Context: an optimization exercise on an open-source flow, tuned for small area, a short achievable clock period and few clock cycles. The choices shown serve that exercise and are no tape-out recipe.
Only simulation tests tie the RTL to the original design; equivalence was not proved.
No activity file was given, so power comes from the tool's default toggle rates.

### flow/flow/synth_abc.tcl
# The standard synthesis (synth_recipe.tcl in the work folder, unchanged),
# with one difference: Yosys's abc pass runs the ABC script named by
# FLOW_ABC_SCRIPT instead of ORFS's abc_area/abc_speed script. Only the
# combinational mapping changes; the registers are the standard synthesis's.
proc abc {args} {
  set i [lsearch -exact $args -script]
  if { $i >= 0 } { lset args [expr {$i + 1}] $::env(FLOW_ABC_SCRIPT) }
  yosys abc {*}$args
}
source $::env(FLOW_SYNTH_TCL)
### flow/design.v
module sap3_core (
    input  wire         clk,
    input  wire         rst,           
    input  wire         step,          
    output wire [15:0]  imem_addr,     
    input  wire [31:0]  imem_data,     
    input  wire [15:0]  prog_len,      
    input  wire [7:0]   in_value,      
    output wire [8:0]   dmem_addr,     
    input  wire [7:0]   dmem_rdata,    
    output wire         dmem_we,       
    output wire [7:0]   dmem_wdata,
    output wire         ready,         
    output wire         stopped,       
    output wire         halted,
    output wire [3:0]   fault,
    output wire [7:0]   acc,
    output wire [127:0] regs,          
    output wire [8:0]   sp,
    output wire         flag_c,
    output wire         flag_z,
    output wire         out_valid,
    output wire [7:0]   out_data,
    output wire         print_valid,
    output wire [15:0]  print_tmpl
);
    localparam [3:0] F_UNKNOWN = 4'd1, F_STACK_OVF = 4'd7, F_STACK_UNF = 4'd8;
    reg [15:0]  pc;
    reg [8:0]   sp_q;
    reg [7:0]   a_q;
    reg [7:0]   r_q [0:15];
    reg         c_q, z_q;
    reg         halt_q;
    reg [3:0]   fault_q;
    reg         stop_q;        
    wire [31:0] ir  = imem_data;
    wire [5:0]  t   = ir[31:26];
    wire [3:0]  ra  = ir[25:22];
    wire [3:0]  rb  = ir[21:18];
    wire [15:0] v   = ir[15:0];
    wire lo0x = !t[5] && !t[4];           
    wire lo1x = !t[5] &&  t[4];           
    wire [3:0] tl = t[3:0];
    wire is_nop   = lo0x && tl == 4'h0;
    wire is_lda   = lo0x && tl == 4'h1;
    wire is_sta   = lo0x && tl == 4'h2;
    wire is_ldr   = lo0x && tl == 4'h3;
    wire is_str   = lo0x && tl == 4'h4;
    wire is_ldi   = lo0x && tl == 4'h5;
    wire is_ldri  = lo0x && tl == 4'h6;
    wire is_movrr = lo0x && tl == 4'h7;
    wire is_movra = lo0x && tl == 4'h8;
    wire is_movar = lo0x && tl == 4'h9;
    wire is_addr  = lo0x && tl == 4'hA;
    wire is_addm  = lo0x && tl == 4'hB;
    wire is_sub   = lo0x && tl == 4'hC;
    wire is_and   = lo0x && tl == 4'hD;
    wire is_or    = lo0x && tl == 4'hE;
    wire is_xor   = lo0x && tl == 4'hF;
    wire is_not   = lo1x && tl == 4'h0;
    wire is_inc   = lo1x && tl == 4'h1;
    wire is_dec   = lo1x && tl == 4'h2;
    wire is_rol   = lo1x && tl == 4'h3;
    wire is_ror   = lo1x && tl == 4'h4;
    wire is_jmp   = lo1x && tl == 4'h5;
    wire is_jz    = lo1x && tl == 4'h6;
    wire is_jnz   = lo1x && tl == 4'h7;
    wire is_jc    = lo1x && tl == 4'h8;
    wire is_jnc   = lo1x && tl == 4'h9;
    wire is_push  = lo1x && tl == 4'hA;
    wire is_pop   = lo1x && tl == 4'hB;
    wire is_in    = lo1x && tl == 4'hC;
    wire is_outa  = lo1x && tl == 4'hD;
    wire is_outr  = lo1x && tl == 4'hE;
    wire is_hlt   = lo1x && tl == 4'hF;
    wire is_print = (t == 6'h20);
    wire is_fault = (t == 6'h3F);
    wire [6:0] gz = { ir[3:0] == 4'd0, ir[7:4] == 4'd0, !ir[8], ir[15:9] == 7'd0,
                      ir[17:16] == 2'd0, ir[21:18] == 4'd0, ir[25:22] == 4'd0 };
    reg [6:0] req;       
    reg       known;     
    always @(*) begin
        known = 1'b1;
        case (t)
            6'h00, 6'h10, 6'h11, 6'h12, 6'h13, 6'h14,
            6'h1A, 6'h1B, 6'h1C, 6'h1D, 6'h1F:        req = 7'b1111111;
            6'h01, 6'h02, 6'h0B, 6'h0C, 6'h0D, 6'h0E,
            6'h0F:                                    req = 7'b0001111;
            6'h03, 6'h04:                             req = 7'b0001110;
            6'h05:                                    req = 7'b0011111;
            6'h06:                                    req = 7'b0011110;
            6'h07:                                    req = 7'b1111100;
            6'h08, 6'h0A, 6'h1E:                      req = 7'b1111110;
            6'h09:                                    req = 7'b1111101;
            6'h15, 6'h16, 6'h17, 6'h18, 6'h19, 6'h20: req = 7'b0000111;
            6'h3F:                                    req = 7'b0111111;
            default: begin                            req = 7'b0000000; known = 1'b0; end
        endcase
    end
    wire legal = known && ((req & ~gz) == 7'd0);
    wire z25_9  = gz[0] && gz[1] && gz[2] && gz[3];
    wire z21_9  = gz[1] && gz[2] && gz[3];
    wire z21_0  = gz[1] && gz[2] && gz[3] && gz[4] && gz[5] && gz[6];
    wire z25_0  = gz[0] && z21_0;
    wire z25_16 = gz[0] && gz[1] && gz[2];
    wire sp_zero = (sp_q == 9'd0);
    wire sp_full = (sp_q == 9'd511);
    wire exc_ovf = is_push && sp_zero;
    wire exc_unf = is_pop && sp_full;
    wire exc_any = !legal || (is_fault && !gz[6]) || exc_ovf || exc_unf;
    wire [3:0] exc = !legal   ? F_UNKNOWN :
                     is_fault ? ir[3:0] :
                     exc_ovf  ? F_STACK_OVF : F_STACK_UNF;
    wire accept = step && !stop_q;
    wire commit = accept && !exc_any;
    wire [7:0] rval = r_q[ra];
    wire [9:0] spi_c, spd_b;
    wire [8:0] sp_inc, sp_dec;
    assign spi_c[0] = 1'b1;
    assign spd_b[0] = 1'b1;
    genvar g;
    generate
        for (g = 0; g < 9; g = g + 1) begin : spx
            assign sp_inc[g]  = sp_q[g] ^ spi_c[g];
            assign spi_c[g+1] = sp_q[g] & spi_c[g];
            assign sp_dec[g]  = sp_q[g] ^ spd_b[g];
            assign spd_b[g+1] = !sp_q[g] & spd_b[g];
        end
    endgenerate
    wire we_sta  = is_sta && z25_9;
    wire we_str  = is_str && z21_9;
    wire we_push = is_push && z25_0 && !sp_zero;
    assign dmem_we     = accept && (we_sta || we_str || we_push);
    assign out_valid   = accept && ((is_outa && z25_0) || (is_outr && z21_0));
    assign print_valid = accept && is_print && z25_16;
    assign dmem_addr  = t[4] ? (t[0] ? sp_inc : sp_q) : v[8:0];
    wire [7:0] st_data = (t[2] && !t[0]) ? rval : a_q;
    assign dmem_wdata = st_data;
    assign out_data   = st_data;
    assign print_tmpl = v;
    wire [7:0] mem_rdata = dmem_rdata;
    wire sel_rval = (t[3] && !t[2] && !t[0]) || (!t[3] && t[2] && t[1] && t[0]);
    wire sel_imm  = !t[3] && t[2];
    wire sel_in   = t[4] && t[2];
    wire [7:0] opb = sel_rval ? rval :
                     sel_imm  ? v[7:0] :
                     sel_in   ? in_value : mem_rdata;
    wire ar_sub = !t[4] && t[2];             
    wire ar_one = t[4];                      
    wire ar_dec = t[4] && t[1];              
    wire [7:0] add_x  = ar_one ? {8{ar_dec}} : (opb ^ {8{ar_sub}});
    wire       add_ci = ar_sub || (ar_one && !ar_dec);
    wire [9:0] add_w = {1'b0, a_q, 1'b1} + {1'b0, add_x, add_ci};
    wire [7:0] sum   = add_w[8:1];
    wire       cout  = add_w[9];
    reg is_arith_c, is_rot_c;
    reg [3:0] lut;       
    always @(*) begin
        is_arith_c = 1'b0;
        is_rot_c   = 1'b0;
        lut        = 4'b1010;                   
        case (t[4:0])
            5'h0A, 5'h0B, 5'h0C, 5'h11, 5'h12: is_arith_c = 1'b1;
            5'h13, 5'h14:                      is_rot_c   = 1'b1;
            5'h0D: lut = 4'b1000;               
            5'h0E: lut = 4'b1110;               
            5'h0F: lut = 4'b0110;               
            5'h10: lut = 4'b0011;               
            default: ;
        endcase
    end
    wire [7:0] rot = t[0] ? {a_q[6:0], a_q[7]} : {a_q[0], a_q[7:1]};
    reg  [7:0] logic_res;
    integer b;
    always @(*)
        for (b = 0; b < 8; b = b + 1)
            logic_res[b] = lut[{a_q[b], opb[b]}];
    wire [7:0] alu_res = is_arith_c ? sum : is_rot_c ? rot : logic_res;
    wire alu_z = is_addr || is_addm || is_sub || is_and || is_or || is_xor ||
                 is_not || is_inc || is_dec || is_rol || is_ror || is_in;
    wire a_wr  = alu_z || is_lda || is_ldi || is_movra || is_pop;
    wire c_wr  = is_addr || is_addm;
    wire taken = is_jmp || (is_jz && z_q) || (is_jnz && !z_q) ||
                 (is_jc && c_q) || (is_jnc && !c_q);
    wire [16:0] pci_c;
    wire [15:0] pc_inc;
    assign pci_c[0] = 1'b1;
    generate
        for (g = 0; g < 16; g = g + 1) begin : pcx
            assign pc_inc[g]  = pc[g] ^ pci_c[g];
            assign pci_c[g+1] = pc[g] & pci_c[g];
        end
    endgenerate
    wire [15:0] pc_d   = rst ? 16'd0 : (taken ? v : pc_inc);
    wire        pc_en  = rst || (commit && !is_hlt);
    always @(posedge clk)
        if (pc_en) pc <= pc_d;
    wire stop_en = rst || accept;
    wire stop_d  = (!rst && (exc_any || is_hlt)) || (pc_d == prog_len);
    always @(posedge clk)
        if (stop_en) stop_q <= stop_d;
    wire halt_en = rst || (accept && (exc_any || is_hlt));
    always @(posedge clk)
        if (halt_en) halt_q <= !rst;
    wire fault_en = rst || (accept && exc_any);
    always @(posedge clk)
        if (fault_en) fault_q <= rst ? 4'd0 : exc;
    wire       sp_en = rst || (commit && (is_push || is_pop));
    wire [8:0] sp_d  = rst ? 9'd511 : (t[0] ? sp_inc : sp_dec);
    always @(posedge clk)
        if (sp_en) sp_q <= sp_d;
    wire a_en = rst || (commit && a_wr);
    always @(posedge clk)
        if (a_en) a_q <= rst ? 8'd0 : alu_res;
    wire z_en = rst || (commit && alu_z);
    always @(posedge clk)
        if (z_en) z_q <= !rst && (alu_res == 8'd0);
    wire c_en = rst || (commit && c_wr);
    always @(posedge clk)
        if (c_en) c_q <= !rst && cout;
    wire       rf_we   = commit && (is_ldr || is_ldri || is_movrr || is_movar);
    wire       rf_by_a = t[1] && !(t[0] && t[2]);
    wire [3:0] rf_wsel = rf_by_a ? ra : rb;
    wire [7:0] rf_d    = rst ? 8'd0 : (t[3] ? a_q : opb);
    generate
        for (g = 0; g < 16; g = g + 1) begin : rf
            always @(posedge clk)
                if (rst || (rf_we && rf_wsel == g))
                    r_q[g] <= rf_d;
        end
    endgenerate
    assign imem_addr   = pc;
    assign ready       = 1'b1;
    assign stopped     = stop_q;
    assign halted      = halt_q;
    assign fault       = fault_q;
    assign acc         = a_q;
    assign sp          = sp_q;
    assign flag_c      = c_q;
    assign flag_z      = z_q;
    genvar k;
    generate
        for (k = 0; k < 16; k = k + 1) begin : regs_out
            assign regs[8*k +: 8] = r_q[k];
        end
    endgenerate
endmodule
### flow/config.mk
export PLATFORM = sky130hd
export DESIGN_NAME = sap3_core
export DESIGN_NICKNAME = sap3_core
export VERILOG_FILES = /design/flow/design.v
export SDC_FILE = /design/flow/constraint.sdc
export NUM_CORES = 4
export LEC_CHECK = 0
export ABC_AREA = 1
export CAP_MARGIN = 20
export CORE_MARGIN = 2
export CORE_UTILIZATION = 40
export SETUP_SLACK_MARGIN = 4.5
export SLEW_MARGIN = 20
### flow/flow/run.sh
#!/bin/bash
# The standard layout (standard.sh), with two changes:
#  - synthesis maps the logic with an area-oriented ABC script (flow/area.script,
#    through flow/synth_abc.tcl, which otherwise runs synth_recipe.tcl as it is);
#  - the port buffers that ORFS inserts at global placement are
#    sky130_fd_sc_hd__buf_1 (ORFS otherwise picks the delay cell clkdlybuf4s50_1).
set -euo pipefail
work=$(pwd)
export FLOW_SYNTH_TCL=$work/synth_recipe.tcl
export FLOW_ABC_SCRIPT=$work/flow/area.script
bash standard.sh "SYNTH_SCRIPT=$work/flow/synth_abc.tcl" \
  'BUFFER_PORTS_ARGS=-buffer_cell sky130_fd_sc_hd__buf_1' finish > standard_flow.log 2>&1
### flow/standard.sh
#!/bin/bash
# synth_recipe.tcl (not shown) runs the flow's synth.tcl, then flattens the netlist and writes it again
# the make line also repeats each setting of config.mk as NAME=value (left out here)
make -C /OpenROAD-flow-scripts/flow DESIGN_CONFIG=/design/flow/config.mk WORK_HOME=/design/flow/orfs CLKGATE_MAP_FILE= SYNTH_SCRIPT=/design/flow/synth_recipe.tcl "${@:-finish}"
### flow/flow/area.script
&get -n
&st
&dch
&nf
&put
### flow/constraint.sdc
create_clock -name core_clock -period 10.0 [get_ports {clk}]
set_input_delay 2.0000 -clock core_clock [delete_from_list [all_inputs] [get_ports {clk}]]
set_output_delay 2.0000 -clock core_clock [all_outputs]
set_load 0.01 [all_outputs]
==> results.toml, run 1 <==
[sta]
skew_ps = 15.0
maxSlewViolCount = 0
rsz0062_at_grt = "yes"
setup_viol = 0
period_needed_ps = 5690
tns_ps = 0
fin_crit_sh_pct = 56.9
hold-worst-slack_ps = 675
slew_headroom_pct = 40.2
timing.fmax_mhz = 176
worst_slew_pin_slew_ps = 887
finalHoldViolCount = 0

[cells_and_area]
drive_gt1_share_pct = 19.9
post-route-cell-area_um2 = 12800
antenna_cells = 0
nets = 1267
fillers = 2013
syn2layout_area_growth_pct = 35.9

[grt]
grt-ovfl-total = 0
grt_pass1_vias = 8177
grt_first_pass_wirelength_mm = 51.4
grt_use_total_pct = 28.2
grt_max_degree = 56
antenna_found_initial = 0

[synthesis]
synth.distinct_cells = 52
yosysWarnings = 2
ys.flop_type = "edfxtp_1"
yosysSeqAreaShare_pct = 54.0
synth_cells = 807
avgSynthCellArea_um2 = 11.7
synthSimpleGateAreaFrac_pct = 12.5
synth_area_um2 = 9400
yosys.area_share.xor_xnor_pct = 2.51
synth.net_count = 918
synth_edf_count = 169
synth-seq-cells = 169
synth_compound_area_share_pct = 17.5
synth_top_family_by_area = "compound AO/OA/AOI/OAI gates"
async_reset_ff_share_pct = 0
synth-adder-area-share_pct = 5.93
synthMuxAreaShare_pct = 4.63

[setup_path]
cp-start-kind = "input port"
path_cells = "buf_16 -> buf_6 -> nor4b_4 -> buf_6 -> a22oi_2 -> nand4_1 -> nor3_4 -> o31ai_4 -> buf_2"
slowest_delay_ps = 330
worstSetupEndpointType = "output pin"
critPathSlowestCell = "o31ai_4"
worstPathArrival_ps = 3690
crit_top_cell = "buf_6"
critPathKind = "in -> out"
worst-path-max-fanout = 8
required_ps = 8000

[outcome]
status = "timing/DRC/antenna clean"

[routing]
first_pass_iters = 5
ant_nets = 0
drt-initial-drc-count = 944
wl_per_cell_um = 24.5
drt-total-wl_mm = 36.4
drc_errors = 0
vias_per_cell = 6.01
vias = 8941

[clocking]
cts_hold_buf = 0
numCtsBuffers = 17
tritoncts = "built"
path_clk_slew_ps = 70
clock_latency_ps = 440
cts-htree-levels = 4
clockRootBuffer = "clkbuf_16"
cts_sinks = 169
clockBufferDepth = 2

[die]
die_x_um = 157
dieArea_um2 = 24700
start_util_pct = 40.4
row_count = 56
die_y_um = 157
coreArea_um2 = 23300
io_pins = 281

[power_and_ir_drop]
cellLeakagePower_nw = 4.80
ir_worst_vdd_mv = 0.103
total_power_w = 0.00204
power_density_nw_per_um2 = 159

[place]
dpl_cell_area_um2 = 10900
place_congestion = 0.924
io_buffers = 279
post-dp-hpwl_mm = 25.7

[run]
drv_cap = 0

[hold_path]
holdCritPathClass = "reg -> reg"
==> timing repair <==
action                     in CTS  in global routing
gates resized for setup       154                 57
gates cloned                    5                  1
setup endpoints to repair     171                167
pin swaps                      45                 32
setup buffers                  43                 11
==> final cells by class <==
class | count | area (µm²) | share of cell area (%)
clock buffer | 17 | 425 | 3.33
inverter | 22 | 83.8 | 0.656
clock inverter | 15 | 210 | 1.65
timing repair buffer | 355 | 1980 | 15.5
multi-input combinational | 591 | 4600 | 36.0
sequential | 169 | 5070 | 39.7
tap | 319 | 399 | 3.12
==> synth_stat cells, types with 5 or more instances <==
cell	instances	area, µm²
xnor2_1	6	52.6
a22oi_1	59	443
ha_1	43	538
nand2b_1	6	37.5
a31oi_1	5	31.3
nor3_1	14	70.1
edfxtp_1	169	5070
o22ai_1	7	43.8
nor2_1	74	278
o31ai_1	7	52.6
o21ai_0	45	225
and2_0	6	37.5
clkinv_1	22	82.6
nand4_1	23	144
nand3_1	12	60.1
nor2b_1	11	68.8
nand2_1	47	176
a31o_1	16	140
mux2i_1	30	300
a211oi_1	18	135
mux4_2	5	113
buf_4	25	188
nor4_1	9	56.3
a21o_1	7	52.6
nor4bb_1	6	60.1
xor2_1	21	184
or4_1	5	37.5
a21oi_1	63	315
==> critical path: cells and delay by family <==
family	cells	cell delay (ps)
buffers and inverters	4	630
AO/OA/AOI/OAI	2	420
AND/OR/NAND/NOR	3	630
==> placed cells by master (no fill, tap or decap), types with 5 or more instances in the layout <==
cell / instances
buf_1: 251
edfxtp_1: 169
nor2_1: 71
a21oi_1: 60
buf_4: 48
nand2_1: 45
a22oi_1: 44
ha_1: 41
o21ai_0: 37
mux2i_1: 30
nand4_1: 23
buf_6: 22
clkinv_1: 21
xor2_1: 21
clkbuf_16: 18
buf_2: 17
a31o_2: 16
a22oi_2: 15
a211oi_1: 14
nand3_1: 12
nor2b_1: 9
nor3_1: 9
buf_16: 9
o21ai_2: 7
and2_0: 6
nor4bb_4: 6
xnor2_1: 6
nor4_1: 6
a21o_1: 6
clkinv_8: 6
nand2b_1: 5
o31ai_1: 5
a31oi_1: 5
mux4_2: 5
==> metrics by stage <==
step	instances	worst slack, ps	utilization (%)
floorplan	807	4500	-
global placement	1395	3130	46.7
detailed placement	1396	3120	46.8
CTS	1476	4170	53.7
global route	1488	4280	54.9
finish	1488	4310	54.9
==> sequential cells by signal, summed over array words and instances (netlist names) <==
register	cells
a_q	8
c_q	1
fault_q	4
halt_q	1
pc	16
r_q	128
sp_q	9
stop_q	1
z_q	1
==> metal layers <==
metal | global-route usage (%) | vias to the layer above | part of all wire [%]
met5 | 0 | - | 0
met4 | 9.91 | 0 | 3.6
met3 | 5.84 | 83 | 10
met2 | 45.7 | 598 | 46
met1 | 37.6 | 4345 | 40
li1 | - | 3915 | -
==> power breakdown <==
group	leakage [nW]	internal (W)	total [W]	switching, W
Combinational	2.79	0.000162	0.000432	0.000270
Clock	0.301	0.000348	0.000701	0.000353
Sequential	1.71	0.000852	0.000904	0.0000525
==> cells by family after synthesis <==
family          Yosys count
compound gates          250
simple gates            232
flops                   169
buf+inv                  47
fa+ha+maj                44
mux                      37
xor+xnor                 27
other cells               1
==> worst paths after layout <==
kind / from / end / slack [ps] / depth (start not counted)
setup / recovery: imem_data[22] / out_data[7] / 4310 / 9
hold / removal: sp_q[0]$_SDFFCE_PP1P_ / sp_q[0]$_SDFFCE_PP1P_ / 670 / 1
setup reg to reg: pc[0]$_DFFE_PP_ / stop_q$_DFFE_PP_ / 5480 / 20
hold reg to reg: sp_q[0]$_SDFFCE_PP1P_ / sp_q[0]$_SDFFCE_PP1P_ / 670 / 1
Testbench counts, summed over its fixed seeds: cycles 120,658.
==> inputs of run 2 (changes only) <==
==> flow/flow/area.script (replaced) <==
&get -n
&st
&dch
&nf -R 1000
&put
==> flow/flow/synth_abc.tcl (replaced) <==
# The standard synthesis (synth_recipe.tcl in the work folder, unchanged),
# with one difference: Yosys's abc pass runs the ABC script named by
# FLOW_ABC_SCRIPT instead of ORFS's abc_area/abc_speed script. Only the
# combinational mapping changes; the registers are the standard synthesis's.
# ABC also leaves out a222oi, the one logic cell with no stronger size, so
# timing repair can upsize every gate it maps to.
proc abc {args} {
  set i [lsearch -exact $args -script]
  if { $i >= 0 } { lset args [expr {$i + 1}] $::env(FLOW_ABC_SCRIPT) }
  lappend args -dont_use sky130_fd_sc_hd__a222oi_1
  yosys abc {*}$args
}
source $::env(FLOW_SYNTH_TCL)
==> run 2 against run 1 <==
Net effect: still clean on timing, DRC and antenna; sequential share of layout area up 0.43 points; power up 1.2%; sequential cell count unchanged; first-iteration DRC count up 1.7%; routed wire length up 1.2%; clock-buffer cell count unchanged; hold slack worse by 25 ps; area after synthesis down 0.90%; combinational power up 2%; critical path type unchanged; highest routed layer unchanged.
==> results.toml, run 2 <==
[die]
die_x_um = 157
coreArea_um2 = 22800
die_y_um = 157
io_pins = 281
dieArea_um2 = 24500
row_count = 55
start_util_pct = 40.9

[cells_and_area]
fillers = 2015
nets = 1300
drive_gt1_share_pct = 21.1
antenna_cells = 0
top_register = "r_q"
syn2layout_area_growth_pct = 35.7
final_cell_mix = "buf_1, edfxtp_1, a21oi_1"
fin_util_pct = 55.5
seqCellArea_um2 = 5070
multi_input_area_um2 = 4580
largest_register_ffs = 128
final_common_cell = "buf_1"
largestRegisters = "r_q (128), pc (16), sp_q (9)"

[synthesis]
ys.flop_type = "edfxtp_1"
async_reset_ff_share_pct = 0
synth_top_family_by_area = "compound AO/OA/AOI/OAI gates"
synth-adder-area-share_pct = 5.99
synth_top_cell_area_share_pct = 54.5
synth_compound_area_share_pct = 17.2
synth_edf_count = 169
synth_commonest_cells = "edfxtp_1, a21oi_1, nand2_1, nor2_1, o21ai_0"
synth-seq-cells = 169
yosys.area_share.xor_xnor_pct = 2.63
avgSynthCellArea_um2 = 11.1
synth_area_leaders = "edfxtp_1, ha_1, a21oi_1"
synth.distinct_cells = 47
synth_top_cell_by_area = "edfxtp_1"
synth.most_common_cell = "edfxtp_1"
synthMuxAreaShare_pct = 3.30
yosysWarnings = 2
yosysSeqAreaShare_pct = 54.5
synth.net_count = 952
synth_area_um2 = 9320
synth_cells = 841
synthSimpleGateAreaFrac_pct = 13.0

[power_and_ir_drop]
ir_worst_vdd_mv = 0.105
cellLeakagePower_nw = 4.59
power_density_nw_per_um2 = 163

[clocking]
clockRootBuffer = "clkbuf_16"
path_clk_slew_ps = 80
clock_latency_ps = 440
clockBufferDepth = 2
cts-htree-levels = 4
cts_hold_buf = 0
numCtsBuffers = 17
cts_sinks = 169
tritoncts = "built"

[place]
post-dp-hpwl_mm = 26.0
io_buffers = 279
place_congestion = 0.953

[setup_path]
required_ps = 8000
crit_path_start = "imem_data[24]"
worstPathArrival_ps = 3840
critPathSlowestCell = "mux2_4"
path_buf_inv = 2
cp-start-kind = "input port"
crit_family = "compound AO/OA/AOI/OAI gates"
critPathKind = "in -> out"
worstSetupEndpointType = "output pin"
slowest_delay_ps = 310
worst-path-max-fanout = 5
path_cells = "buf_12 -> nand2b_4 -> nor3_4 -> a22o_1 -> a221oi_4 -> nand4_1 -> a221oi_2 -> a21oi_2 -> mux2_4 -> buf_6"
r2r_start = "pc[0]$_DFFE_PP_"

[grt]
grt_pass1_vias = 8330
grt_first_pass_wirelength_mm = 52.5
grt_use_total_pct = 29.3
antenna_found_initial = 0
grt-ovfl-total = 0
grt_max_degree = 49

[sta]
tns_ps = 0
fin_crit_sh_pct = 58.4
maxSlewViolCount = 0
skew_ps = 13.5
period_needed_ps = 5840
slew_headroom_pct = 34.8
rsz0062_at_grt = "yes"
timing.fmax_mhz = 171
finalHoldViolCount = 0
worst_slew_pin_slew_ps = 972
setup_viol = 0

[routing]
wl_per_cell_um = 24.3
drc_errors = 0
vias_per_cell = 5.87
drt-initial-drc-count = 960
drt-total-wl_mm = 36.8
ant_nets = 0
vias = 8890
first_pass_iters = 5

[run]
drv_cap = 0

[hold_path]
holdCritPathClass = "reg -> reg"
min_from = "pc[0]$_DFFE_PP_"

[outcome]
status = "timing/DRC/antenna clean"
run 2: cell types whose count changed after synthesis, moves of 5 or more:
cell      delta
a31o_1      -16
nor4bb_1     -6
a22oi_1     -14
clkinv_1    +11
a221oi_1     +7
nand3_1     +16
nor3_1       +5
nand2_1     +28
a21oi_1     +25
mux2i_1     -15
run 2: what timing repair did:
item,4_1_cts,5_1_grt
gates resized for setup,153,47
pin swaps,58,43
setup buffers,46,15
endpoints found under the setup margin,188,176
run 2: kinds of logic after synthesis:
kind of cell | count (synthesis)
and+or+nand+nor | 260
AOI/OAI and AO/OA | 257
DFF | 169
buffers and inverters | 58
adders and majority gates | 44
xor gates and xnor gates | 28
muxes | 24
other | 1
run 2: cell type report:
class                   instances  share of cell area, %
flip-flops and latches        169                   40.2
multi-input cells             614                   36.3
repair buffers                354                   14.4
clock buffers                  17                   3.37
well taps                     313                   3.10
clock inverters                15                   1.70
inverters                      33                   1.03
run 2: report_power, final:
group          total [W]  internal [W]  switching [W]
clock network   0.000712      0.000369       0.000344
logic           0.000441      0.000161       0.000280
registers       0.000908      0.000853      0.0000551
run 2: metal layers:
| metal | share of wire, % | vias to the layer above | GRT usage [%] |
|---|---|---|---|
| li1 | - | 3969 | - |
| met1 | 40 | 4245 | 38.7 |
| met2 | 46 | 596 | 46.2 |
| met3 | 11 | 80 | 7.53 |
| met4 | 3.6 | 0 | 11.9 |
| met5 | 0 | - | 0 |
run 2: metrics by stage:
stage / instance area, µm² / hold WS (ps) / total power (W) / cells / setup slack (ps)
floorplan: 9380 / 678 / 0.00112 / 841 / 4500
global placement: 10700 / 625 / 0.00129 / 1422 / 3190
detailed placement: 10700 / 632 / 0.00129 / 1422 / 3070
CTS: 12300 / 643 / 0.00204 / 1500 / 4120
global route: 12600 / 660 / 0.00213 / 1515 / 4130
finish: 12600 / 650 / 0.00206 / 1515 / 4160
run 2: final timing paths:
kind,endpoint,slack [ps],cells past startpoint
worst max-delay path,dmem_wdata[0],4160,10
worst min-delay path,pc[0]$_DFFE_PP_,650,1
worst max register to register,stop_q$_DFFE_PP_,5570,20
worst min register to register,pc[0]$_DFFE_PP_,650,1
==> inputs of run 3 (changes only) <==
--- a/flow/design.v
+++ b/flow/design.v
@@ -176,6 +176,12 @@
         for (b = 0; b < 8; b = b + 1)
             logic_res[b] = lut[{a_q[b], opb[b]}];
     wire [7:0] alu_res = is_arith_c ? sum : is_rot_c ? rot : logic_res;
+    wire [7:0] add_p  = a_q ^ add_x;
+    wire [7:0] add_k  = {a_q[6:0] | add_x[6:0], add_ci};
+    wire       z_add  = (add_p == add_k);
+    wire       z_rot  = (a_q == 8'd0);        
+    wire       z_log  = (logic_res == 8'd0);
+    wire       alu_zero = is_arith_c ? z_add : is_rot_c ? z_rot : z_log;
     wire alu_z = is_addr || is_addm || is_sub || is_and || is_or || is_xor ||
                  is_not || is_inc || is_dec || is_rol || is_ror || is_in;
     wire a_wr  = alu_z || is_lda || is_ldi || is_movra || is_pop;
@@ -214,7 +220,7 @@
         if (a_en) a_q <= rst ? 8'd0 : alu_res;
     wire z_en = rst || (commit && alu_z);
     always @(posedge clk)
-        if (z_en) z_q <= !rst && (alu_res == 8'd0);
+        if (z_en) z_q <= !rst && alu_zero;
     wire c_en = rst || (commit && c_wr);
     always @(posedge clk)
         if (c_en) c_q <= !rst && cout;
==> flow/flow/synth_abc.tcl (replaced) <==
# The standard synthesis (synth_recipe.tcl in the work folder, unchanged),
# with one difference in Yosys's abc pass: it runs the ABC script named by
# FLOW_ABC_SCRIPT instead of ORFS's abc_area/abc_speed script, and it leaves
# out the cells whose pull-up is a stack of four transistors (nor4, or4, o41,
# a2111 families), which are slow on the paths from the record to the ports,
# and a222oi, the one logic cell with no stronger size. Only the combinational
# mapping changes; the registers are the standard synthesis's.
proc abc {args} {
  set i [lsearch -exact $args -script]
  if { $i >= 0 } { lset args [expr {$i + 1}] $::env(FLOW_ABC_SCRIPT) }
  foreach f {nor4 nor4b nor4bb or4 or4b or4bb o41a o41ai a2111o a2111oi} {
    foreach s {0 1 2 4} { lappend args -dont_use sky130_fd_sc_hd__${f}_$s }
  }
  lappend args -dont_use sky130_fd_sc_hd__a222oi_1
  yosys abc {*}$args
}
source $::env(FLOW_SYNTH_TCL)
==> run 3 against run 2 <==
Net effect: hold slack better by 25 ps; core utilization is 2.2 points lower; still clean; largest cell class unchanged; largest power group unchanged; area after synthesis up 2.8%; die area increased by 2.7%.
==> results.toml, run 3 <==
[sta]
rsz0062_at_grt = "yes"
worst_slew_pin_slew_ps = 804
period_needed_ps = 5550
tns_ps = 0
slew_headroom_pct = 46.2
maxSlewViolCount = 0
fin_crit_sh_pct = 55.5
timing.fmax_mhz = 180
setup_viol = 0
finalHoldViolCount = 0
skew_ps = 9.88

[synthesis]
yosysSeqAreaShare_pct = 53.0
synth_area_leaders = "edfxtp_1, ha_1, a22oi_1"
synth_top_cell_area_share_pct = 53.0
avgSynthCellArea_um2 = 11.0
ys.flop_type = "edfxtp_1"
async_reset_ff_share_pct = 0
synth_cells = 870
synth_edf_count = 169
synth_top_cell_by_area = "edfxtp_1"
yosysWarnings = 2
synth.most_common_cell = "edfxtp_1"
synth_commonest_cells = "edfxtp_1, nand2_1, a21oi_1, a22oi_1, nor2_1"
synth_area_um2 = 9580
synth.distinct_cells = 42
synth-seq-cells = 169
synth.net_count = 987

[routing]
drt-initial-drc-count = 870
drc_errors = 0
dr_wl_met3_mm = 3.62
first_pass_iters = 6
drt-total-wl_mm = 35.4
vias = 8800
wl_met1_mm = 13.9
ant_nets = 0
met2_length_mm = 16.5
routed.top_layer = "met4"
vias_per_cell = 5.77
wl_per_cell_um = 23.2

[setup_path]
path_cells = "buf_8 -> or2_4 -> or3_4 -> buf_8 -> o22ai_4 -> o21ai_4 -> buf_6"
r2r_start = "pc[0]$_DFFE_PP_"
worstPathArrival_ps = 3550
cp-start-kind = "input port"
crit_family = "simple AND/OR/NAND/NOR gates"
critPathKind = "in -> out"
crit_top_cell = "buf_8"
path_buf_inv = 3
required_ps = 8000
slowest_delay_ps = 490
crit_path_start = "imem_data[23]"
critPathSlowestCell = "or3_4"
worstSetupEndpointType = "output pin"
worst-path-max-fanout = 6

[cells_and_area]
fillers = 2094
largestRegisters = "r_q (128), pc (16), sp_q (9)"
top_register = "r_q"
post-route-cell-area_um2 = 12500
syn2layout_area_growth_pct = 30.7
drive_gt1_share_pct = 16.3
final_common_cell = "buf_1"
largest_register_ffs = 128
final_cell_mix = "buf_1, edfxtp_1, a21oi_1"
nets = 1306

[place]
dpl_cell_area_um2 = 11000
post-dp-hpwl_mm = 25.6
place_congestion = 0.938
io_buffers = 279

[run]
drv_cap = 0

[die]
dieArea_um2 = 25200
io_pins = 281
coreArea_um2 = 23500
die_y_um = 159
start_util_pct = 40.8
die_x_um = 159
row_count = 56

[grt]
grt_first_pass_wirelength_mm = 52.1
antenna_found_initial = 4
grt_use_total_pct = 27.3
grt-ovfl-total = 0
grt_max_degree = 51
grt_pass1_vias = 8456

[clocking]
cts-htree-levels = 4
path_clk_slew_ps = 70
tritoncts = "built"
cts_hold_buf = 0
clockBufferDepth = 2
numCtsBuffers = 17
clock_latency_ps = 440
clockRootBuffer = "clkbuf_16"
cts_sinks = 169

[power_and_ir_drop]
cellLeakagePower_nw = 4.50
ir_worst_vdd_mv = 0.101
power_density_nw_per_um2 = 162

[hold_path]
holdCritPathClass = "reg -> reg"
min_from = "pc[0]$_DFFE_PP_"

[outcome]
status = "timing/DRC/antenna clean"
==> run 3: cell types whose count changed in the layout (fill, tap and decap cells not counted), moves of 10 or more <==
cell	before	now
nor2_1	59	46
xnor2_1	6	31
nand2_1	53	67
mux2i_1	14	24
a22oi_1	28	54
buf_4	60	36
xor2_1	22	8
==> run 3: final timing paths <==
check / endpoint / slack (ps) / cells after the start
max: out_data[2] / 4450 / 7
max reg2reg: stop_q$_DFFE_PP_ / 5610 / 20
min: pc[0]$_DFFE_PP_ / 670 / 1
min reg2reg: pc[0]$_DFFE_PP_ / 670 / 1
==> run 3: where the power goes <==
part	total (W)	internal (W)	switching, W
clock	0.000685	0.000344	0.000341
combinational	0.000451	0.000163	0.000288
sequential	0.000897	0.000852	0.0000449
total	0.00203	0.00136	0.000673
==> run 3: per-layer routing <==
layer  vias up  GRT usage [%]
met1      4235           35.0
li1       3980              -
met5         -              0
met2       507           43.2
met3        78           7.52
met4         0           12.1
==> run 3: kinds of logic (layout without fill, tap and decap cells) <==
| kind of cell | count (synthesis) | after routing | share of synthesized area (%) |
|---|---|---|---|
| multiplexers | 31 | 31 | 4.16 |
| flip-flops | 169 | 169 | 53.0 |
| other | 1 | 5 | 0.0392 |
| AO/OA/AOI/OAI | 257 | 257 | 16.6 |
| AND/OR/NAND/NOR | 257 | 257 | 12.5 |
| adder cells (fa/ha/maj) | 50 | 50 | 6.61 |
| XOR/XNOR | 39 | 39 | 3.57 |
| buffers and inverters | 66 | 398 | 3.57 |
==> run 3: final cells by class <==
class | instances | area, µm² | share of cell area, %
Tap cell | 319 | 399 | 3.19
Timing Repair Buffer | 325 | 1560 | 12.5
Inverter | 41 | 159 | 1.27
Sequential cell | 169 | 5070 | 40.6
Antenna cell | 4 | 10.0 | 0.0800
Clock buffer | 17 | 425 | 3.40
Multi-Input combinational cell | 635 | 4690 | 37.5
Clock inverter | 15 | 193 | 1.54
==> run 3: what timing repair did <==
action,4_1_cts,5_1_grt
pin swaps,25,24
buffers inserted,25,5
cloned,0,0
endpoints found under the setup margin,155,152
resized for setup,121,55
==> run 3: metrics by stage <==
stage | hold slack [ps] | util, % | setup slack, ps | cells | power [W]
2_1_floorplan | 680 | - | 4510 | 870 | 0.00114
3_3_place_gp | 642 | 46.9 | 3330 | 1459 | 0.00130
3_5_place_dp | 658 | 46.9 | 3210 | 1459 | 0.00131
4_1_cts | 668 | 52.2 | 4470 | 1516 | 0.00202
5_1_grt | 713 | 53.3 | 4410 | 1523 | 0.00211
6_report | 675 | 53.3 | 4450 | 1525 | 0.00203
Testbench counts of run 3, summed over its fixed seeds: cycles 120,658.
==> inputs of run 4 (changes only) <==
==> flow/flow/area.script (replaced) <==
&get -n
&st
&dch
&nf
&put
==> run 4 against run 3 <==
Net effect: largest cell class unchanged; first-iteration DRC count rose by 5.7%; sequential power increased by 1%; via count rose by 2.4%; critical endpoint is now dmem_wdata[1]; die area grew 1.8%; highest routed layer unchanged; power up 2.6%; still clean on timing, DRC and antenna; critical path depth is the same; non-clock buffer count decreased by 13; synthesized cell count shrank 2.3%; clock power increased by 5.5%.
==> results.toml, run 4 <==
[routing]
vias = 9011
first_pass_iters = 5
vias_per_cell = 6.02
wl_per_cell_um = 24.8
drc_errors = 0
ant_nets = 0
drt-initial-drc-count = 920
drt-total-wl_mm = 37.1

[setup_path]
worstSetupEndpointType = "output pin"
worst-path-max-fanout = 16
cp-start-kind = "input port"
critPathKind = "in -> out"
required_ps = 8000
r2r_setup_slack_ps = 5500
worstPathArrival_ps = 3470
r2r_cells = 20
timing.rr.end = "stop_q$_DFFE_PP_"
crit_path_start = "imem_data[22]"
r2r_start = "pc[0]$_DFFE_PP_"

[sta]
maxSlewViolCount = 0
setup_viol = 0
fin_crit_sh_pct = 54.7
timing.fmax_mhz = 183
slew_headroom_pct = 31.9
worst_slew_pin_slew_ps = 1020
period_needed_ps = 5470
finalHoldViolCount = 0
rsz0062_at_grt = "yes"
tns_ps = 0
skew_ps = 21.2

[synthesis]
synth_area_um2 = 9750
synth.most_common_cell = "edfxtp_1"
synth_commonest_cells = "edfxtp_1, a21oi_1, nor2_1, o21ai_0, nand2_1"
ys.flop_type = "edfxtp_1"
synth_top_cell_area_share_pct = 52.0
synth_cells = 850
synth-seq-cells = 169
synth_edf_count = 169
avgSynthCellArea_um2 = 11.5
async_reset_ff_share_pct = 0
synth_top_cell_by_area = "edfxtp_1"
synth.net_count = 967
yosysWarnings = 2
synth_area_leaders = "edfxtp_1, ha_1, a21oi_1"
synth.distinct_cells = 51
yosysSeqAreaShare_pct = 52.0

[cells_and_area]
syn2layout_area_growth_pct = 28.4
largest_register_ffs = 128
antenna_cells = 0
final_cell_mix = "buf_1, edfxtp_1, a21oi_1"
instances_no_fill = 1496
post-route-cell-area_um2 = 12500
final_common_cell = "buf_1"
nets = 1276
top_register = "r_q"
largestRegisters = "r_q (128), pc (16), sp_q (9)"
drive_gt1_share_pct = 13.9

[die]
row_count = 57
die_x_um = 160
coreArea_um2 = 24100
start_util_pct = 40.5
io_pins = 281
dieArea_um2 = 25600
die_y_um = 160

[grt]
grt_first_pass_wirelength_mm = 52.9
antenna_found_initial = 0
grt_pass1_vias = 8514
grt-ovfl-total = 0
grt_use_total_pct = 27.5
grt_max_degree = 59

[hold_path]
hold_path_depth = 1
hold_end = "pc[0]$_DFFE_PP_"
min_from = "pc[0]$_DFFE_PP_"
holdCritPathClass = "reg -> reg"

[run]
drv_cap = 0

[clocking]
path_clk_slew_ps = 90
numCtsBuffers = 17
tritoncts = "built"
clockRootBuffer = "clkbuf_16"
cts-htree-levels = 4
cts_hold_buf = 0
cts_sinks = 169
clock_latency_ps = 450
clockBufferDepth = 2

[power_and_ir_drop]
total_power_w = 0.00208
cellLeakagePower_nw = 4.43
ir_worst_vdd_mv = 0.111
power_density_nw_per_um2 = 166

[place]
post-dp-hpwl_mm = 26.4
io_buffers = 279
dpl_cell_area_um2 = 11200
dp_cells = 1444
place_congestion = 0.950

[outcome]
status = "timing/DRC/antenna clean"
==> run 4: cell types whose count changed in the layout (fill, tap and decap cells not counted), sizes merged, moves of 5 or more <==
cell,previous run,this run
nand3,33,13
nor2,60,65
clkinv,47,39
a32oi,0,32
a22oi,64,37
a21oi,80,74
nor3,15,8
nand2,84,51
buf,320,301
a31o,0,16
clkbuf,22,28
or3,1,6
and4bb,0,6
==> run 4: cell type report <==
type / instances / area [µm²]
clock buffer: 17 / 425
sequential: 169 / 5070
clock inverter: 15 / 236
timing repair buffer: 312 / 1470
multi-input combinational: 626 / 4790
fill: 2210 / 11600
tap: 324 / 405
inverter: 33 / 130
==> run 4: cells by family (layout without fill, tap and decap cells) <==
| group | Yosys count | in the layout | share of synthesized area, % |
|---|---|---|---|
| AO/OA/AOI/OAI | 281 | 281 | 19.0 |
| XOR/XNOR | 39 | 39 | 3.50 |
| adder cells (fa/ha/maj) | 50 | 50 | 6.49 |
| buffers and inverters | 58 | 377 | 3.19 |
| flip-flops | 169 | 169 | 52.0 |
| multiplexers | 27 | 27 | 3.67 |
| other | 1 | 1 | 0.0385 |
| AND/OR/NAND/NOR | 225 | 228 | 12.1 |
==> run 4: worst max-delay path by stage <==
stage,depth (start not counted),to,slack (ps)
4_1_cts,8,out_valid,4500
3_5_place_dp,20,a_q[7]$_SDFFCE_PP0P_,3350
3_3_place_gp,20,a_q[7]$_SDFFCE_PP0P_,3420
6_report,7,dmem_wdata[1],4530
5_1_grt,11,dmem_we,4460
2_1_floorplan,10,pc[0]$_DFFE_PP_,4600
==> run 4: through the flow <==
step | utilization (%) | hold slack, ps | setup slack, ps
global placement | 46.3 | 673 | 3420
floorplan | - | 680 | 4600
CTS | 50.8 | 691 | 4500
global route | 52.0 | 745 | 4460
detailed placement | 46.3 | 677 | 3350
finish | 52.0 | 694 | 4530
==> run 4: report_power, final <==
part | switching, W | internal (W)
clock network | 0.000365 | 0.000358
registers | 0.0000529 | 0.000854
logic | 0.000289 | 0.000165
total | 0.000708 | 0.00138
==> run 4: worst max-delay path: stages <==
cell      delay, ps
buf_6           150
and4bb_4        430
a22oi_1         110
nand4_1         160
o22ai_2         130
o21ai_4         260
buf_1           220
==> run 4: repair_timing <==
| action | CTS | global route |
|---|---|---|
| resized for setup | 90 | 48 |
| setup buffers | 10 | 4 |
| gates cloned | 3 | 3 |
| endpoints found under the hold margin | 0 | 0 |
| endpoints found under the setup margin | 170 | 127 |
| pin swaps | 11 | 13 |
==> run 4: routing by layer <==
metal  wire, µm  GRT usage [%]
met5          0              0
met4       1450           11.1
met3       3920           7.01
met2      17200           44.3
met1      14600           35.6
==> inputs of run 5 (changes only) <==
--- a/flow/config.mk
+++ b/flow/config.mk
@@ -9,5 +9,5 @@
 export CAP_MARGIN = 20
 export CORE_MARGIN = 2
 export CORE_UTILIZATION = 40
-export SETUP_SLACK_MARGIN = 4.5
+export SETUP_SLACK_MARGIN = 4.8
 export SLEW_MARGIN = 20
==> run 5 against run 4 <==
Net effect: still clean; clock skew is 7.1 ps lower; register-to-register slack better by 130 ps; sequential cell count stayed put; fmax is 0.13% lower; global-route usage is 2.5 points higher; routed wire length is 8.3% higher; sequential share of layout area is 3.0 points lower; synthesized cell count stayed put; area after synthesis stayed put; largest cell class unchanged; largest power group unchanged.
==> results.toml, run 5 <==
[outcome]
status = "timing/DRC/antenna clean"

[place]
dp_worst_setup_slack_ps = 3560
dpl_cell_area_um2 = 11200
io_buffers = 279
post-dp-hpwl_mm = 26.7
place_congestion = 0.965
dp_cells = 1443

[synthesis]
synth.net_count = 967
ys.flop_type = "edfxtp_1"
synth.most_common_cell = "edfxtp_1"
synth_edf_count = 169
synth-seq-cells = 169
synth_area_um2 = 9750
async_reset_ff_share_pct = 0
yosysSeqAreaShare_pct = 52.0
synth.distinct_cells = 51
synth_commonest_cells = "edfxtp_1, a21oi_1, nor2_1, o21ai_0, nand2_1"
synth_top_cell_area_share_pct = 52.0
yosysWarnings = 2
synth_cells = 850
avgSynthCellArea_um2 = 11.5
synth_top_cell_by_area = "edfxtp_1"
synth_area_leaders = "edfxtp_1, ha_1, a21oi_1"

[run]
drv_cap = 0

[sta]
slew_headroom_pct = 35.0
period_needed_ps = 5480
fin_crit_sh_pct = 54.8
timing.fmax_mhz = 183
setup_ws_ps = 4520
rsz0062_at_grt = "yes"
worst_slew_pin_slew_ps = 972
finalHoldViolCount = 0
tns_ps = 0
maxSlewViolCount = 0
skew_ps = 14.1
setup_viol = 0

[die]
start_util_pct = 40.5
die_y_um = 160
io_pins = 281
coreArea_um2 = 24100
row_count = 57
dieArea_um2 = 25600
die_x_um = 160

[routing]
drt-total-wl_mm = 40.1
vias_per_cell = 6.16
wl_per_cell_um = 25.9
vias = 9550
first_pass_iters = 7
ant_nets = 0
drc_errors = 0
drt-initial-drc-count = 1016

[setup_path]
slowest_delay_ps = 290
critPathKind = "in -> out"
worstPathArrival_ps = 3480
worstSetupEndpointType = "output pin"
path_cells = "buf_12 -> and4b_4 -> a22oi_1 -> nand4_1 -> o22ai_2 -> o21ai_2 -> buf_2"
required_ps = 8000
critPathSlowestCell = "a22oi_1"
path_buf_inv = 2
cp-start-kind = "input port"
r2r_start = "pc[0]$_DFFE_PP_"
crit_family = "compound AO/OA/AOI/OAI gates"
crit_path_start = "imem_data[24]"
worst-path-max-fanout = 8

[cells_and_area]
instances_no_fill = 1551
final_cell_mix = "buf_1, edfxtp_1, a21oi_1"
syn2layout_area_growth_pct = 38.7
post-route-cell-area_um2 = 13500
drive_gt1_share_pct = 22.3
top_register = "r_q"
largest_register_ffs = 128
nets = 1328
largestRegisters = "r_q (128), pc (16), sp_q (9)"
final_common_cell = "buf_1"

[hold_path]
holdCritPathClass = "reg -> reg"
min_from = "pc[0]$_DFFE_PP_"

[grt]
grt_use_total_pct = 30.0
grt_max_degree = 44
grt_first_pass_wirelength_mm = 57.1
antenna_found_initial = 3
grt-ovfl-total = 0
grt_pass1_vias = 8791

[power_and_ir_drop]
cellLeakagePower_nw = 4.96
power_density_nw_per_um2 = 157
ir_worst_vdd_mv = 0.103

[clocking]
clockBufferDepth = 2
clock_latency_ps = 440
clockRootBuffer = "clkbuf_16"
cts_sinks = 169
tritoncts = "built"
cts_hold_buf = 0
path_clk_slew_ps = 80
numCtsBuffers = 17
cts-htree-levels = 4
-- run 5: repair_timing --
action	CTS	global route
gates resized for setup	181	60
pin swaps	43	33
endpoints found under the setup margin	180	161
cloned	13	0
buffers inserted	35	25
-- run 5: kinds of logic (layout without fill, tap and decap cells) --
| kind of cell | after synthesis | after routing | synth area share [%] |
|---|---|---|---|
| AO/OA/AOI/OAI | 281 | 281 | 19.0 |
| XOR/XNOR | 39 | 39 | 3.50 |
| adder cells (fa/ha/maj) | 50 | 50 | 6.49 |
| buffers and inverters | 58 | 429 | 3.19 |
| flip-flops | 169 | 169 | 52.0 |
| multiplexers | 27 | 27 | 3.67 |
| other | 1 | 4 | 0.0385 |
| AND/OR/NAND/NOR | 225 | 228 | 12.1 |
-- run 5: final timing paths --
| path | to | slack [ps] | cells after the start |
|---|---|---|---|
| min reg2reg | pc[0]$_DFFE_PP_ | 690 | 1 |
| min | pc[0]$_DFFE_PP_ | 690 | 1 |
| max reg2reg | stop_q$_DFFE_PP_ | 5630 | 20 |
| max | dmem_wdata[1] | 4520 | 7 |
-- run 5: layer usage --
metal  wire, µm  up-vias  GRT usage (%)
met2      18600      729           49.0
met5          0        -              0
met4       2090        0           14.3
li1           -     4098              -
met3       4310      125           6.16
met1      15100     4598           38.4
-- run 5: stage by stage --
stage          hold slack (ps)  util (%)  power, W
2_1_floorplan              680         -   0.00115
3_3_place_gp               670      46.4   0.00133
3_5_place_dp               683      46.4   0.00133
4_1_cts                    697      54.4   0.00210
5_1_grt                    714      56.1   0.00219
6_report                   691      56.1   0.00213
-- run 5: layout make-up --
type | instances | area [µm²]
Inverter | 33 | 144
Clock buffer | 17 | 425
Multi-Input combinational cell | 626 | 5060
Clock inverter | 15 | 206
Timing Repair Buffer | 364 | 2200
Tap cell | 324 | 405
Fill cell | 2073 | 10600
Antenna cell | 3 | 7.51
Sequential cell | 169 | 5070
-- run 5: report_power, final --
group	internal [W]	switching (W)
logic	0.000201	0.000310
registers	0.000854	0.0000581
clock network	0.000348	0.000353
==> inputs of run 6 (changes only) <==
--- a/flow/config.mk
+++ b/flow/config.mk
@@ -9,5 +9,6 @@
 export CAP_MARGIN = 20
 export CORE_MARGIN = 2
 export CORE_UTILIZATION = 40
-export SETUP_SLACK_MARGIN = 4.8
+export CTS_BUF_LIST = sky130_fd_sc_hd__clkbuf_8 sky130_fd_sc_hd__clkbuf_16
+export SETUP_SLACK_MARGIN = 4.5
 export SLEW_MARGIN = 20
==> run 6 against run 5 <==
Net effect: sequential power down 0.5%; clock-buffer cell count unchanged; core utilization down 4.2 points; sequential share of layout area up 3.0 points; largest power group unchanged; highest routed layer unchanged.
==> results.toml, run 6 <==
[setup_path]
cp-start-kind = "input port"
r2r_setup_slack_ps = 5500
critPathKind = "in -> out"
worst-path-max-fanout = 16
worstSetupEndpointType = "output pin"
required_ps = 8000
worstPathArrival_ps = 3470

[cells_and_area]
drive_gt1_share_pct = 13.9
syn2layout_area_growth_pct = 28.4
final_cell_mix = "buf_1, edfxtp_1, a21oi_1"
seqCellArea_um2 = 5070
nets = 1276
final_common_cell = "buf_1"
top_register = "r_q"
antenna_cells = 0
largestRegisters = "r_q (128), pc (16), sp_q (9)"
fillers = 2210
largest_register_ffs = 128
multi_input_area_um2 = 4790

[clocking]
numCtsBuffers = 17
path_clk_slew_ps = 90
cts_sinks = 169
tritoncts = "built"
clock_latency_ps = 450
cts-htree-levels = 4
clockBufferDepth = 2
clockRootBuffer = "clkbuf_16"

[run]
drv_cap = 0

[synthesis]
synth_commonest_cells = "edfxtp_1, a21oi_1, nor2_1, o21ai_0, nand2_1"
synth.distinct_cells = 51
synth.net_count = 967
synth-seq-cells = 169
synth_area_um2 = 9750
yosysSeqAreaShare_pct = 52.0
ys.flop_type = "edfxtp_1"
synth_top_cell_area_share_pct = 52.0
synth.most_common_cell = "edfxtp_1"
avgSynthCellArea_um2 = 11.5
synth_area_leaders = "edfxtp_1, ha_1, a21oi_1"
async_reset_ff_share_pct = 0
synth_cells = 850
yosysWarnings = 2
synth_edf_count = 169
synth_top_cell_by_area = "edfxtp_1"

[sta]
maxSlewViolCount = 0
tns_ps = 0
slew_headroom_pct = 31.9
setup_viol = 0
rsz0062_at_grt = "yes"
worst_slew_pin_slew_ps = 1020
timing.fmax_mhz = 183
finalHoldViolCount = 0
fin_crit_sh_pct = 54.7
period_needed_ps = 5470
skew_ps = 21.2

[routing]
drt-initial-drc-count = 920
ant_nets = 0
wl_per_cell_um = 24.8
vias = 9011
vias_per_cell = 6.02
drc_errors = 0
drt-total-wl_mm = 37.1
first_pass_iters = 5

[die]
row_count = 57
dieArea_um2 = 25600
die_x_um = 160
start_util_pct = 40.5
die_y_um = 160
coreArea_um2 = 24100
io_pins = 281

[grt]
grt_first_pass_wirelength_mm = 52.9
grt-busiest-layer = "met2"
grtUsageMet3_pct = 7.01
grt-ovfl-total = 0
grt_use_total_pct = 27.5
use_met1_pct = 35.6
grt_max_degree = 59
gr-usage-met2_pct = 44.3
antenna_found_initial = 0
grt_pass1_vias = 8514

[place]
place_congestion = 0.950
post-dp-hpwl_mm = 26.4
io_buffers = 279

[power_and_ir_drop]
total_power_w = 0.00208
power_density_nw_per_um2 = 166
ir_worst_vdd_mv = 0.111
cellLeakagePower_nw = 4.43

[hold_path]
holdCritPathClass = "reg -> reg"

[outcome]
status = "timing/DRC/antenna clean"
[run 6: power breakdown]
part / internal, W / switching [W]
combinational: 0.000165 / 0.000289
sequential: 0.000854 / 0.0000529
clock: 0.000358 / 0.000365
[run 6: per-stage QoR]
step / area (µm²) / utilization [%] / cells / worst slack, ps / hold slack (ps)
global route: 12500 / 52.0 / 1496 / 4460 / 745
detailed placement: 11200 / 46.3 / 1444 / 3350 / 677
CTS: 12300 / 50.8 / 1489 / 4500 / 691
global placement: 11200 / 46.3 / 1444 / 3420 / 673
finish: 12500 / 52.0 / 1496 / 4530 / 694
floorplan: 9780 / - / 850 / 4600 / 680
[run 6: layout make-up]
class | instances | share of cell area (%)
sequential | 169 | 40.5
timing repair buffer | 312 | 11.7
clock buffer | 17 | 3.40
clock inverter | 15 | 1.89
inverter | 33 | 1.04
multi-input combinational | 626 | 38.2
tap | 324 | 3.24
[run 6: path summary, 6_finish.rpt]
kind | start | endpoint | cells after the start
setup / recovery | imem_data[22] | dmem_wdata[1] | 7
hold reg to reg | pc[0]$_DFFE_PP_ | pc[0]$_DFFE_PP_ | 1
hold / removal | pc[0]$_DFFE_PP_ | pc[0]$_DFFE_PP_ | 1
setup reg to reg | pc[0]$_DFFE_PP_ | stop_q$_DFFE_PP_ | 20
[run 6: cell families after synthesis]
logic type	after synthesis	synth area share, %
XOR/XNOR	39	3.50
multiplexers	27	3.67
buffers and inverters	58	3.19
flip-flops	169	52.0
AO/OA/AOI/OAI	281	19.0
other	1	0.0385
AND/OR/NAND/NOR	225	12.1
adder cells (fa/ha/maj)	50	6.49
[run 6: what timing repair did]
| item | 4_1_cts | 5_1_grt |
|---|---|---|
| setup endpoints to repair | 170 | 127 |
| endpoints found under the hold margin | 0 | 0 |
| gates cloned | 3 | 3 |
| resized for setup | 90 | 48 |
| pin swaps | 11 | 13 |
| buffers inserted | 10 | 4 |
| hold buffers | 0 | 0 |
[run 6: critical path, cell delays in order]
cell	delay (ps)
buf_6	150
and4bb_4	430
a22oi_1	110
nand4_1	160
o22ai_2	130
o21ai_4	260
buf_1	220
[run 6: routing by layer]
metal / part of all wire [%] / routed length [µm]
met2: 46 / 17200
met1: 39 / 14600
met4: 3.9 / 1450
met5: 0 / 0
met3: 11 / 3920
==> inputs of run 7 (changes only) <==
==> flow/flow/run.sh (replaced) <==
#!/bin/bash
# The standard layout (standard.sh), with these changes:
#  - synthesis maps the logic with ABC's &nf mapper (flow/area.script, through
#    flow/synth_abc.tcl, which otherwise runs synth_recipe.tcl as it is, and
#    leaves out a few slow cells), and without Yosys's adder extraction
#    (ADDER_MAP_FILE empty), so ABC maps the adders too; the registers are
#    the standard synthesis's;
#  - the port buffers that ORFS inserts at global placement are
#    sky130_fd_sc_hd__buf_1 (ORFS otherwise picks the delay cell clkdlybuf4s50_1).
set -euo pipefail
work=$(pwd)
export FLOW_SYNTH_TCL=$work/synth_recipe.tcl
export FLOW_ABC_SCRIPT=$work/flow/area.script
bash standard.sh "SYNTH_SCRIPT=$work/flow/synth_abc.tcl" 'ADDER_MAP_FILE=' \
  'BUFFER_PORTS_ARGS=-buffer_cell sky130_fd_sc_hd__buf_1' finish > standard_flow.log 2>&1
--- a/flow/config.mk
+++ b/flow/config.mk
@@ -9,6 +9,5 @@
 export CAP_MARGIN = 20
 export CORE_MARGIN = 2
 export CORE_UTILIZATION = 40
-export CTS_BUF_LIST = sky130_fd_sc_hd__clkbuf_8 sky130_fd_sc_hd__clkbuf_16
-export SETUP_SLACK_MARGIN = 4.5
+export SETUP_SLACK_MARGIN = 4.7
 export SLEW_MARGIN = 20
==> run 7 against run 6 <==
Net effect: sequential power is essentially flat; die area fell by 1.9%; highest routed layer unchanged; routed wire length rose by 1.2%; final area increased by 0.52%; largest power group unchanged; power down 2.6%; still clean on timing, DRC and antenna.
==> results.toml, run 7 <==
[outcome]
status = "timing/DRC/antenna clean"

[setup_path]
timing.rr.end = "a_q[6]$_SDFFCE_PP0P_"
path_cells = "buf_8 -> or2_4 -> nor3_4 -> nand2_2 -> nor2_2 -> and4b_1 -> buf_4 -> o2111a_1 -> buf_2"
required_ps = 8000
critPathSlowestCell = "or2_4"
slowest_delay_ps = 240
crit_family = "simple AND/OR/NAND/NOR gates"
cp-start-kind = "input port"
r2r_setup_slack_ps = 6540
worst-path-max-fanout = 2
path_buf_inv = 3
worstPathArrival_ps = 3480
worstSetupEndpointType = "output pin"
r2r_start = "r_q[7][1]$_DFFE_PP_"
r2r_cells = 13
critPathKind = "in -> out"

[cells_and_area]
fillers = 2126
syn2layout_area_growth_pct = 31.7
largest_register_ffs = 128
fin_util_pct = 53.6
final_cell_mix = "buf_1, edfxtp_1, a21oi_1"
drive_gt1_share_pct = 18.2
nets = 1248
top_register = "r_q"
antenna_cells = 0
instances_no_fill = 1513
final_common_cell = "buf_1"
largestRegisters = "r_q (128), pc (16), sp_q (9)"

[grt]
grt_max_degree = 47
grt_use_total_pct = 29.4
grt-ovfl-total = 0
grt_pass1_vias = 8755
antenna_found_initial = 0
grt_first_pass_wirelength_mm = 54.5

[synthesis]
avgSynthCellArea_um2 = 11.1
synth.distinct_cells = 54
synth_top_cell_by_area = "edfxtp_1"
synth-seq-cells = 169
yosysWarnings = 2
synth_commonest_cells = "edfxtp_1, a21oi_1, o21ai_0, nor2_1, nand2_1"
synth.most_common_cell = "edfxtp_1"
yosysSeqAreaShare_pct = 53.1
async_reset_ff_share_pct = 0
synth_edf_count = 169
synth_top_cell_area_share_pct = 53.1
synth_area_um2 = 9560
synth_area_leaders = "edfxtp_1, a21oi_1, o21ai_0"
synth_cells = 863
synth.net_count = 930
ys.flop_type = "edfxtp_1"

[place]
io_buffers = 279
place_congestion = 0.959
dp_worst_setup_slack_ps = 3210
dp_cells = 1446
post-dp-hpwl_mm = 26.7

[clocking]
path_clk_slew_ps = 70
clockBufferDepth = 2
numCtsBuffers = 17
cts_sinks = 169
cts-htree-levels = 4
cts_hold_buf = 0
tritoncts = "built"
clockRootBuffer = "clkbuf_16"
clock_latency_ps = 450

[power_and_ir_drop]
ir_worst_vdd_mv = 0.0990
power_density_nw_per_um2 = 161
cellLeakagePower_nw = 4.29

[sta]
maxSlewViolCount = 0
slew_headroom_pct = 27.9
hold-worst-slack_ps = 691
finalHoldViolCount = 0
setup_viol = 0
timing.fmax_mhz = 182
worst_slew_pin_slew_ps = 1080
setup_ws_ps = 4520
period_needed_ps = 5480
rsz0062_at_grt = "yes"
fin_crit_sh_pct = 54.8
tns_ps = 0
skew_ps = 15.6

[die]
coreArea_um2 = 23500
start_util_pct = 40.7
die_x_um = 159
row_count = 56
die_y_um = 159
dieArea_um2 = 25200
io_pins = 281

[routing]
met2_length_mm = 17.2
vias_per_cell = 6.18
first_pass_iters = 5
routed.top_layer = "met4"
drc_errors = 0
drt-initial-drc-count = 1130
wl_met1_mm = 14.7
wl_per_cell_um = 24.8
dr_wl_met3_mm = 4.28
drt-total-wl_mm = 37.5
vias = 9346
ant_nets = 0

[run]
drv_cap = 0

[hold_path]
holdCritPathClass = "reg -> reg"
min_from = "sp_q[0]$_SDFFCE_PP1P_"
hold_end = "sp_q[0]$_SDFFCE_PP1P_"
hold_path_depth = 1
run 7: changes by cell type in the layout (fill, tap and decap cells not counted), moves of 10 or more:
cell / previous run / this run
a31o_1: 11 / 1
buf_2: 1 / 15
buf_1: 266 / 251
nand3_1: 13 / 27
nor2_1: 59 / 48
ha_1: 46 / 0
a31o_2: 5 / 16
o211ai_1: 1 / 16
clkinv_1: 31 / 17
nand2b_1: 5 / 16
run 7: layer usage:
metal	GRT usage (%)	up-vias
met5	0	-
met4	11.1	0
met3	8.66	94
met2	46.4	682
met1	38.4	4475
li1	-	4095
run 7: layout make-up:
class / count / area, µm² / share of cell area, %
sequential: 169 / 5070 / 40.3
inverter: 19 / 76.3 / 0.606
multi-input combinational: 652 / 4790 / 38.0
clock inverter: 15 / 183 / 1.45
clock buffer: 17 / 425 / 3.38
timing repair buffer: 322 / 1640 / 13.1
tap: 319 / 399 / 3.17
run 7: metrics by stage:
step                      area [µm²]  power, W
after floorplan                 9600   0.00113
after global placement         11000   0.00130
after detailed placement       11000   0.00130
after CTS                      12400   0.00201
after global routing           12600   0.00210
final                          12600   0.00203
run 7: worst max path at each step:
stage | cells after the start | slack (ps) | start | to
floorplan | 5 | 4640 | imem_data[25] | out_data[4]
CTS | 9 | 4500 | imem_data[19] | dmem_we
global route | 9 | 4420 | imem_data[19] | dmem_we
global placement | 13 | 3350 | imem_data[28] | a_q[5]$_SDFFCE_PP0P_
finish | 9 | 4520 | imem_data[19] | out_valid
detailed placement | 13 | 3210 | imem_data[28] | a_q[7]$_SDFFCE_PP0P_
run 7: cell families (layout without fill, tap and decap cells):
group	Yosys count	count (layout)	share of synthesized area, %
AO/OA/AOI/OAI	301	301	21.1
XOR/XNOR	44	44	4.03
adder cells (fa/ha/maj)	1	1	0.105
buffers and inverters	44	373	2.71
flip-flops	169	169	53.1
multiplexers	22	22	3.22
other	1	1	0.0392
AND/OR/NAND/NOR	281	283	15.7
run 7: repair_timing:
item,CTS,global route
setup buffers,23,6
endpoints found under the hold margin,0,0
cloned,6,0
pin swaps,34,28
setup endpoints to repair,222,180
resized for setup,141,53
run 7: report_power, final:
group	internal (W)	switching (W)
sequential	0.000852	0.0000579
clock	0.000340	0.000345
combinational	0.000156	0.000279
total	0.00135	0.000683
==> inputs of run 8 (changes only) <==
--- a/flow/config.mk
+++ b/flow/config.mk
@@ -9,5 +9,6 @@
 export CAP_MARGIN = 20
 export CORE_MARGIN = 2
 export CORE_UTILIZATION = 40
-export SETUP_SLACK_MARGIN = 4.7
+export PLACE_DENSITY = 0.8
+export SETUP_SLACK_MARGIN = 4.5
 export SLEW_MARGIN = 20
==> run 8 against run 7 <==
Net effect: clock-buffer cell count grew 1; routed wire length up 1.2%; register-to-register slack worse by 100 ps; sequential share of layout area grew 1.0 points; area after synthesis unchanged; cell count fell by 0.40%; via count is 3.1% higher; hold slack improved by 19 ps; synthesized cell count unchanged; largest cell class unchanged; highest routed layer unchanged.
==> results.toml, run 8 <==
[setup_path]
crit_family = "compound AO/OA/AOI/OAI gates"
path_buf_inv = 3
worstSetupEndpointType = "output pin"
r2r_setup_slack_ps = 6440
path_cells = "buf_16 -> buf_6 -> and4bb_4 -> a22oi_2 -> nand4_1 -> o31ai_4 -> o21ai_2 -> buf_2"
required_ps = 8000
cp.depth = 8
crit_path_start = "imem_data[23]"
critPathSlowestCell = "o31ai_4"

[grt]
grt_use_total_pct = 29.1
grt-ovfl-total = 0
grt_pass1_vias = 8741
grt_max_degree = 47

[die]
die_x_um = 159
dieArea_um2 = 25200
die_y_um = 159

[cells_and_area]
final_common_cell = "buf_1"
instances_no_fill = 1507
drive_gt1_share_pct = 13.8
syn2layout_area_growth_pct = 28.4
top_register = "r_q"
fillers = 2110

[synthesis]
synth_top_cell_by_area = "edfxtp_1"
synth_commonest_cells = "edfxtp_1, a21oi_1, o21ai_0, nor2_1, nand2_1"
synth_edf_count = 169
synth.net_count = 930
synth_area_um2 = 9560
synth-seq-cells = 169
async_reset_ff_share_pct = 0
ys.flop_type = "edfxtp_1"
yosysWarnings = 2
avgSynthCellArea_um2 = 11.1
synth.most_common_cell = "edfxtp_1"
synth_area_leaders = "edfxtp_1, a21oi_1, o21ai_0"

[power_and_ir_drop]
p_switching_w = 0.000657
comb_power_share_pct = 21.2
power_density_nw_per_um2 = 162
ir_worst_vdd_mv = 0.119
cellLeakagePower_nw = 4.12
swShare_pct = 33.0
seqPwrFrac_pct = 45.9
clkPwrFrac_pct = 32.9
cell_internal_pwr_w = 0.00133

[place]
io_buffers = 279
place_congestion = 0.992
post-dp-hpwl_mm = 27.0
dp_worst_setup_slack_ps = 3440

[sta]
setup_ws_ps = 4440
fin_crit_sh_pct = 55.6
setup_viol = 0
timing.fmax_mhz = 180
period_needed_ps = 5560
rsz0062_at_grt = "yes"
maxSlewViolCount = 0
worst_slew_pin_slew_ps = 1040

[clocking]
cts_sinks = 169
tritoncts = "built"
clockRootBuffer = "clkbuf_16"
numCtsBuffers = 17
path_clk_slew_ps = 70
clockBufferDepth = 2
cts_hold_buf = 0

[routing]
vias_per_cell = 6.39
drt-initial-drc-count = 1259
drt-total-wl_mm = 38.0
ant_nets = 0
drc_errors = 0

[run]
drv_cap = 0

[outcome]
status = "timing/DRC/antenna clean"

[hold_path]
holdCritPathClass = "reg -> reg"
hold_path_depth = 1
[run 8: cell counts after synthesis]
No cell type changed its count.
[run 8: routing by layer]
metal  vias up  GRT usage [%]  wire, µm
li1       4090              -         -
met1      4587           36.0     13800
met2       811           47.8     17700
met3       147           7.70      4540
met4         0           13.3      1850
met5         -              0         0
[run 8: cell type report]
type	instances	area, µm²	share of cell area, %
Sequential cell	169	5070	41.3
Multi-Input combinational cell	652	4640	37.8
Timing Repair Buffer	316	1510	12.3
Clock buffer	18	429	3.50
Tap cell	319	399	3.25
Clock inverter	14	151	1.23
Inverter	19	71.3	0.581
[run 8: kinds of logic after synthesis]
group	after synthesis	share of synthesized area [%]
compound gates	301	21.1
fa+ha+maj	1	0.105
xor+xnor	44	4.03
flops	169	53.1
other cells	1	0.0392
buf+inv	44	2.71
simple gates	281	15.7
mux	22	3.22
[run 8: worst max path at each step]
| stage | end | slack, ps |
|---|---|---|
| floorplan | out_data[4] | 4500 |
| global route | dmem_we | 4380 |
| detailed placement | r_q[1][1]$_DFFE_PP_ | 3440 |
| CTS | dmem_we | 4420 |
| finish | out_data[1] | 4440 |
| global placement | a_q[5]$_SDFFCE_PP0P_ | 3160 |
[run 8: what timing repair did]
item,4_1_cts,5_1_grt
setup endpoints to repair,153,152
gates cloned,2,1
pin swaps,21,27
buffers inserted,4,18
gates resized for setup,90,52
[run 8: power by group through the flow]
stage / clock network (W) / logic, W / registers [W]
after floorplan: 0 / 0.000202 / 0.000926
after global placement: 0 / 0.000372 / 0.000922
after detailed placement: 0 / 0.000376 / 0.000921
after CTS: 0.000655 / 0.000395 / 0.000908
after global routing: 0.000684 / 0.000451 / 0.000916
final: 0.000655 / 0.000421 / 0.000913
[run 8: metrics by stage]
step	hold WS (ps)	cell area (µm²)	utilization, %	total power [W]
floorplan	675	9580	-	0.00113
finish	711	12300	52.3	0.00199
detailed placement	689	11000	46.7	0.00130
CTS	704	11900	50.7	0.00196
global route	757	12300	52.3	0.00205
global placement	673	11000	46.7	0.00129

Setup slack of run 8, layout unchanged: 4.443 ns with ideal ports, 4.351 ns with driving cells assumed (clock clkbuf_16, inputs buf_2), 4.192 ns with port delays also shifted by the 0.502 ns mid clock arrival.
